From an optimization exercise on the open Yosys and OpenROAD flow, aimed at a short achievable clock period and few clock cycles; shortcuts taken in it are not production practice. Only simulation tests tie the RTL to the original design; equivalence was not proved. The clock input has no modelled driver; a real chip could not lean on it and would need a root buffer or a full tree. Power figures rest on the tool's default switching activity, not on a simulated workload.

==> flow/design.v (excerpt) <==
module line_rasterizer (
    input  wire       clk,
    input  wire       rst,      
    input  wire       start,
    input  wire [7:0] x0,
    input  wire [7:0] y0,
    input  wire [7:0] x1,
    input  wire [7:0] y1,
    output wire       ready,
    output wire       write,
    output wire [7:0] x,
    output wire [7:0] y,
    output wire       done
);
    function [8:0] res9;
        input [17:0] pt;
        reg   [3:0]  m;
        begin
            m    = pt[3] ? pt[11:8] : pt[7:4];
            res9 = {(m[3] ? pt[17:15] : pt[14:12]), m[2:0], pt[2:0]};
        end
    endfunction
    reg        a_v;
    reg  [7:0] a_x0, a_y0, a_x1, a_y1;
    reg        rdy_n_q;            
    wire       rdy = !rdy_n_q;
    reg        rdy_o;              
    assign ready = rdy_o;
    reg        b_v;
    reg  [7:0] b_x0, b_y0;
    reg  [17:0] b_dx, b_nx, b_dy, b_ny;    
    reg        c_v;
    reg  [7:0] c_x0, c_y0;
    reg  [8:0] c_dx, c_nx, c_dy, c_ny;
    reg        d_v;
    reg  [7:0] d_x0, d_y0;
    reg  [7:0] d_adx, d_ady;
    reg        d_sxn, d_syn;       
    reg        e_v;
    reg  [7:0] e_x0, e_y0;
    reg  [7:0] e_adx, e_ady;
    reg        e_sxn, e_syn;
    reg  [17:0] e_dmn, e_nmd, e_kx, e_ky;  
    reg        e_zero;             
    reg        f_v;
    reg  [7:0] f_x0, f_y0;
    reg  [7:0] f_adx, f_ady;
  ...
==> flow/config.mk <==
export PLATFORM = sky130hd
export DESIGN_NAME = line_rasterizer
export DESIGN_NICKNAME = line_rasterizer
export VERILOG_FILES = /design/flow/design.v
export SDC_FILE = /design/flow/constraint.sdc
export NUM_CORES = 4
export LEC_CHECK = 0
export CAP_MARGIN = 20
export CORE_MARGIN = 2
export CORE_UTILIZATION = 65
export PLACE_DENSITY = 0.8
export SETUP_SLACK_MARGIN = 2.5
export SLEW_MARGIN = 20
==> flow/constraint.sdc <==
create_clock -name core_clock -period 4.0 [get_ports {clk}]
set_input_delay 0.8000 -clock core_clock [delete_from_list [all_inputs] [get_ports {clk}]]
set_output_delay 0.8000 -clock core_clock [all_outputs]
set_load 0.01 [all_outputs]
standard.sh (not shown) runs the stock make flow with config.mk's settings and CLKGATE_MAP_FILE= SYNTH_SCRIPT=/design/flow/synth_recipe.tcl, a recipe that flattens the netlist after the stock synthesis.
==> flow/flow/run.sh <==
#!/bin/bash
# Layout: the standard ORFS flow (standard.sh: standard synthesis,
# floorplan, placement, routing), except that the clock tree is built by
# flow/cts_hook.tcl (two levels of clkbuf_16 from the clock port, about
# FLAT_CTS_LEAF flip-flops per leaf buffer) in place of TritonCTS, and the
# timing repair may resize cells to other footprints. The make output goes
# to standard_flow.log; every tool's own log is under orfs/logs/.
set -euo pipefail
here=$(pwd)
FLAT_CTS_LEAF=20 bash standard.sh PRE_CTS_TCL="$here/flow/cts_hook.tcl" MATCH_CELL_FOOTPRINT=0 finish > "$here/standard_flow.log" 2>&1
Other scripts of this flow, unchanged in this note and not shown: flow/flow/cts_hook.tcl
Testbench counts at the start, summed over its fixed seeds: cycles 65,687.
Then changed:
Settings changed: CORE_UTILIZATION 65 to 55, PLACE_DENSITY 0.8 to 0.7.
Outcome: Cell count increases by 5.1%; area after synthesis stays the same; first-iteration DRC count decreases by about 38%; fmax is about the same; clock skew increases by 5.4 ps; setup slack hardly moves.
No run of this note takes its clock network from TritonCTS; it comes from the design's own scripts or RTL.


line_rasterizer, a different RTL version from the one above (not shown whole).
Size: ~1,600 cells after synthesis, about 540 flip-flops, roughly 24,000 sq um of cells after synthesis.
==> flow/config.mk <==
export PLATFORM = sky130hd
export DESIGN_NAME = line_rasterizer
export DESIGN_NICKNAME = line_rasterizer
export VERILOG_FILES = /design/flow/design.v
export SDC_FILE = /design/flow/constraint.sdc
export NUM_CORES = 4
export LEC_CHECK = 0
export CAP_MARGIN = 20
export CORE_MARGIN = 2
export CORE_UTILIZATION = 40
export PLACE_DENSITY = 0.6
export SETUP_SLACK_MARGIN = 2.5
export SLEW_MARGIN = 20
==> flow/constraint.sdc <==
create_clock -name core_clock -period 4.0 [get_ports {clk}]
set_input_delay 0.8000 -clock core_clock [delete_from_list [all_inputs] [get_ports {clk}]]
set_output_delay 0.8000 -clock core_clock [all_outputs]
set_load 0.01 [all_outputs]
==> flow/flow/run.sh <==
#!/bin/bash
# Layout: the standard ORFS flow (standard.sh: standard synthesis,
# floorplan, placement, routing), except that the clock tree is built by
# flow/cts_hook.tcl (two levels of clkbuf_16 from the clock port) in place of
# TritonCTS. The make output goes to standard_flow.log; every tool's own log
# is under orfs/logs/.
set -euo pipefail
here=$(pwd)
bash standard.sh PRE_CTS_TCL="$here/flow/cts_hook.tcl" finish > "$here/standard_flow.log" 2>&1
==> flow/flow/cts_hook.tcl <==
# Clock tree of two levels: the clock port drives a few clkbuf_16 buffers, each
# driving several clkbuf_16 leaf buffers; each leaf buffer drives a cluster of
# about FLAT_CTS_LEAF flip-flops. Clusters come from a size-balanced k-means on
# placed positions and buffers sit at their cluster's centre, so every
# register sees the same two buffer stages. Replaces TritonCTS, whose deeper
# tree has a larger insertion delay for this small design.

# points: list of {id x y}; returns {assignment centres sizes}
proc flat_cts_cluster { points nk } {
  set n [llength $points]
  set sx 0; set sy 0
  foreach s $points { set sx [expr {$sx + [lindex $s 1]}]; set sy [expr {$sy + [lindex $s 2]}] }
  set mx [expr {double($sx) / $n}]; set my [expr {double($sy) / $n}]
  set ang {}
  foreach s $points { lappend ang [list [expr {atan2([lindex $s 2] - $my, [lindex $s 1] - $mx)}] $s] }
  set ang [lsort -real -index 0 $ang]
  set cent {}
  for {set k 0} {$k < $nk} {incr k} {
    set s [lindex [lindex $ang [expr {int(($k + 0.5) * $n / $nk)}]] 1]
    lappend cent [list [expr {double([lindex $s 1])}] [expr {double([lindex $s 2])}]]
  }
  set cap [expr {int(ceil(double($n) / $nk))}]
  for {set iter 0} {$iter < 40} {incr iter} {
    set pairs {}
    set i 0
    foreach s $points {
      for {set k 0} {$k < $nk} {incr k} {
        set c [lindex $cent $k]
        set d [expr {abs([lindex $s 1] - [lindex $c 0]) + abs([lindex $s 2] - [lindex $c 1])}]
        lappend pairs [list $d $i $k]
      }
      incr i
    }
    set pairs [lsort -real -index 0 $pairs]
    set asg [lrepeat $n -1]
    set cnt [lrepeat $nk 0]
    foreach p $pairs {
      lassign $p d i k
      if {[lindex $asg $i] >= 0} continue
      if {[lindex $cnt $k] >= $cap} continue
      lset asg $i $k
      lset cnt $k [expr {[lindex $cnt $k] + 1}]
    }
    set newc {}
    for {set k 0} {$k < $nk} {incr k} { lappend newc [list 0.0 0.0 0] }
    set i 0
    foreach s $points {
      set k [lindex $asg $i]
      lassign [lindex $newc $k] ax ay ac
      lset newc $k [list [expr {$ax + [lindex $s 1]}] [expr {$ay + [lindex $s 2]}] [expr {$ac + 1}]]
      incr i
    }
    set cent {}
    foreach c $newc {
      lassign $c ax ay ac
      if {$ac == 0} { set ac 1 }
      lappend cent [list [expr {$ax / $ac}] [expr {$ay / $ac}]]
    }
  }
  return [list $asg $cent $cnt]
}

proc flat_cts_buffer { block master name cx cy innet } {
  set inst [odb::dbInst_create $block $master $name]
  set net [odb::dbNet_create $block "net_$name"]
  $net setSigType CLOCK
  set w [$master getWidth]; set h [$master getHeight]
  $inst setLocation [expr {int($cx - $w / 2)}] [expr {int($cy - $h / 2)}]
  $inst setPlacementStatus PLACED
  [$inst findITerm A] connect $innet
  [$inst findITerm X] connect $net
  return $net
}

proc clock_tree_synthesis { args } {
  set leafsize 30
  if { [info exists ::env(FLAT_CTS_LEAF)] } { set leafsize $::env(FLAT_CTS_LEAF) }
  set ntop 4
  if { [info exists ::env(FLAT_CTS_TOP)] } { set ntop $::env(FLAT_CTS_TOP) }
  set block [ord::get_db_block]
  set db [ord::get_db]
  set clknet [$block findNet clk]
  set master [$db findMaster sky130_fd_sc_hd__clkbuf_16]
  set sinks {}
  set its {}
  set i 0
  foreach it [$clknet getITerms] {
    set bx [[$it getInst] getBBox]
    lappend sinks [list $i [expr {([$bx xMin] + [$bx xMax]) / 2.0}] [expr {([$bx yMin] + [$bx yMax]) / 2.0}]]
    lappend its $it
    incr i
  }
  set n [llength $sinks]
  set nleaf [expr {int(ceil(double($n) / $leafsize))}]
  if {$nleaf < $ntop} { set ntop $nleaf }
  puts "flat CTS: $n sinks, $nleaf leaf buffers, $ntop top buffers"
  lassign [flat_cts_cluster $sinks $nleaf] lasg lcent lcnt
  puts "flat CTS: leaf cluster sizes $lcnt"
  set leaves {}
  set k 0
  foreach c $lcent { lappend leaves [list $k [lindex $c 0] [lindex $c 1]]; incr k }
  lassign [flat_cts_cluster $leaves $ntop] tasg tcent tcnt
  puts "flat CTS: top cluster sizes $tcnt"
  set topnets {}
  for {set t 0} {$t < $ntop} {incr t} {
    lassign [lindex $tcent $t] cx cy
    lappend topnets [flat_cts_buffer $block $master "clkbuf_top_$t" $cx $cy $clknet]
  }
  set leafnets {}
  for {set k 0} {$k < $nleaf} {incr k} {
    lassign [lindex $lcent $k] cx cy
    lappend leafnets [flat_cts_buffer $block $master "clkbuf_leaf_$k" $cx $cy [lindex $topnets [lindex $tasg $k]]]
  }
  set i 0
  foreach it $its {
    $it disconnect
    $it connect [lindex $leafnets [lindex $lasg $i]]
    incr i
  }
  set_propagated_clock [all_clocks]
}
The first run went through all stages and came out clean.
Testbench counts at the start, summed over its fixed seeds: cycles 65,679.
Change:
==> flow/flow/run.sh (replaced) <==
#!/bin/bash
# Layout: the standard ORFS flow (standard.sh: standard synthesis,
# floorplan, placement, routing), except that the clock tree is built by
# flow/cts_hook.tcl (two levels of clkbuf_16 from the clock port, about
# FLAT_CTS_LEAF flip-flops per leaf buffer) in place of TritonCTS, and the
# timing repair may resize cells to other footprints. The make output goes
# to standard_flow.log; every tool's own log is under orfs/logs/.
set -euo pipefail
here=$(pwd)
FLAT_CTS_LEAF=20 bash standard.sh PRE_CTS_TCL="$here/flow/cts_hook.tcl" MATCH_CELL_FOOTPRINT=0 finish > "$here/standard_flow.log" 2>&1
Result: Design area rises by about 0.47%. Critical path depth shrinks by 1. Combinational power goes down by about 3%. Synthesized area does not change. Utilization came out higher by 0.24 points. Sequential power stays flat. Setup slack degrades by 0.0092 ns. Register-to-register slack barely changes. Power is higher by about 1.7%. Synthesized cell count stays the same. Sequential share of layout area went down by 0.24 points.
In every run of this note, the design's own scripts or RTL, not TritonCTS, make the clock network.

[re-timing with driven ports]
No port has a modelled driver above. Below, the same layouts with a new extraction and two added sets of constraints. Step 1: set_driving_cell puts a clkbuf_16 on clk and a buf_2 on each other input, an assumption about the parent block. Step 2 adds t to the input delays and takes it off the output delays; t is the mean of the earliest and latest rising clock arrival at the registers after step 1. Input paths then give back, and output paths get back, about the clock's delay inside the block. Slacks: ideal / step 1 / step 2; pairs: ideal / step 1.
| run | t (ns) | setup slack, ns | worst setup path after step 2 | pins driven straight from the clock port |
|---|---|---|---|---|
| the first run of note 1 | 0.517 | 2.353 / 2.233 / 2.003 | input to register | 4 |
| the second run of note 1 | 0.512 | 2.355 / 2.236 / 2.125 | input to register | 4 |
| the first run of note 2 | 0.471 | 2.216 / 2.216 / 2.208 | input to register | 4 |
| the second run of note 2 | 0.468 | 2.207 / 2.207 / 2.207 | register to register | 4 |
After both steps setup and hold are still met in every run listed. The setup slack of the first run of note 1, which loses most, moves by -0.120 ns with the drivers and by -0.350 ns with both steps.
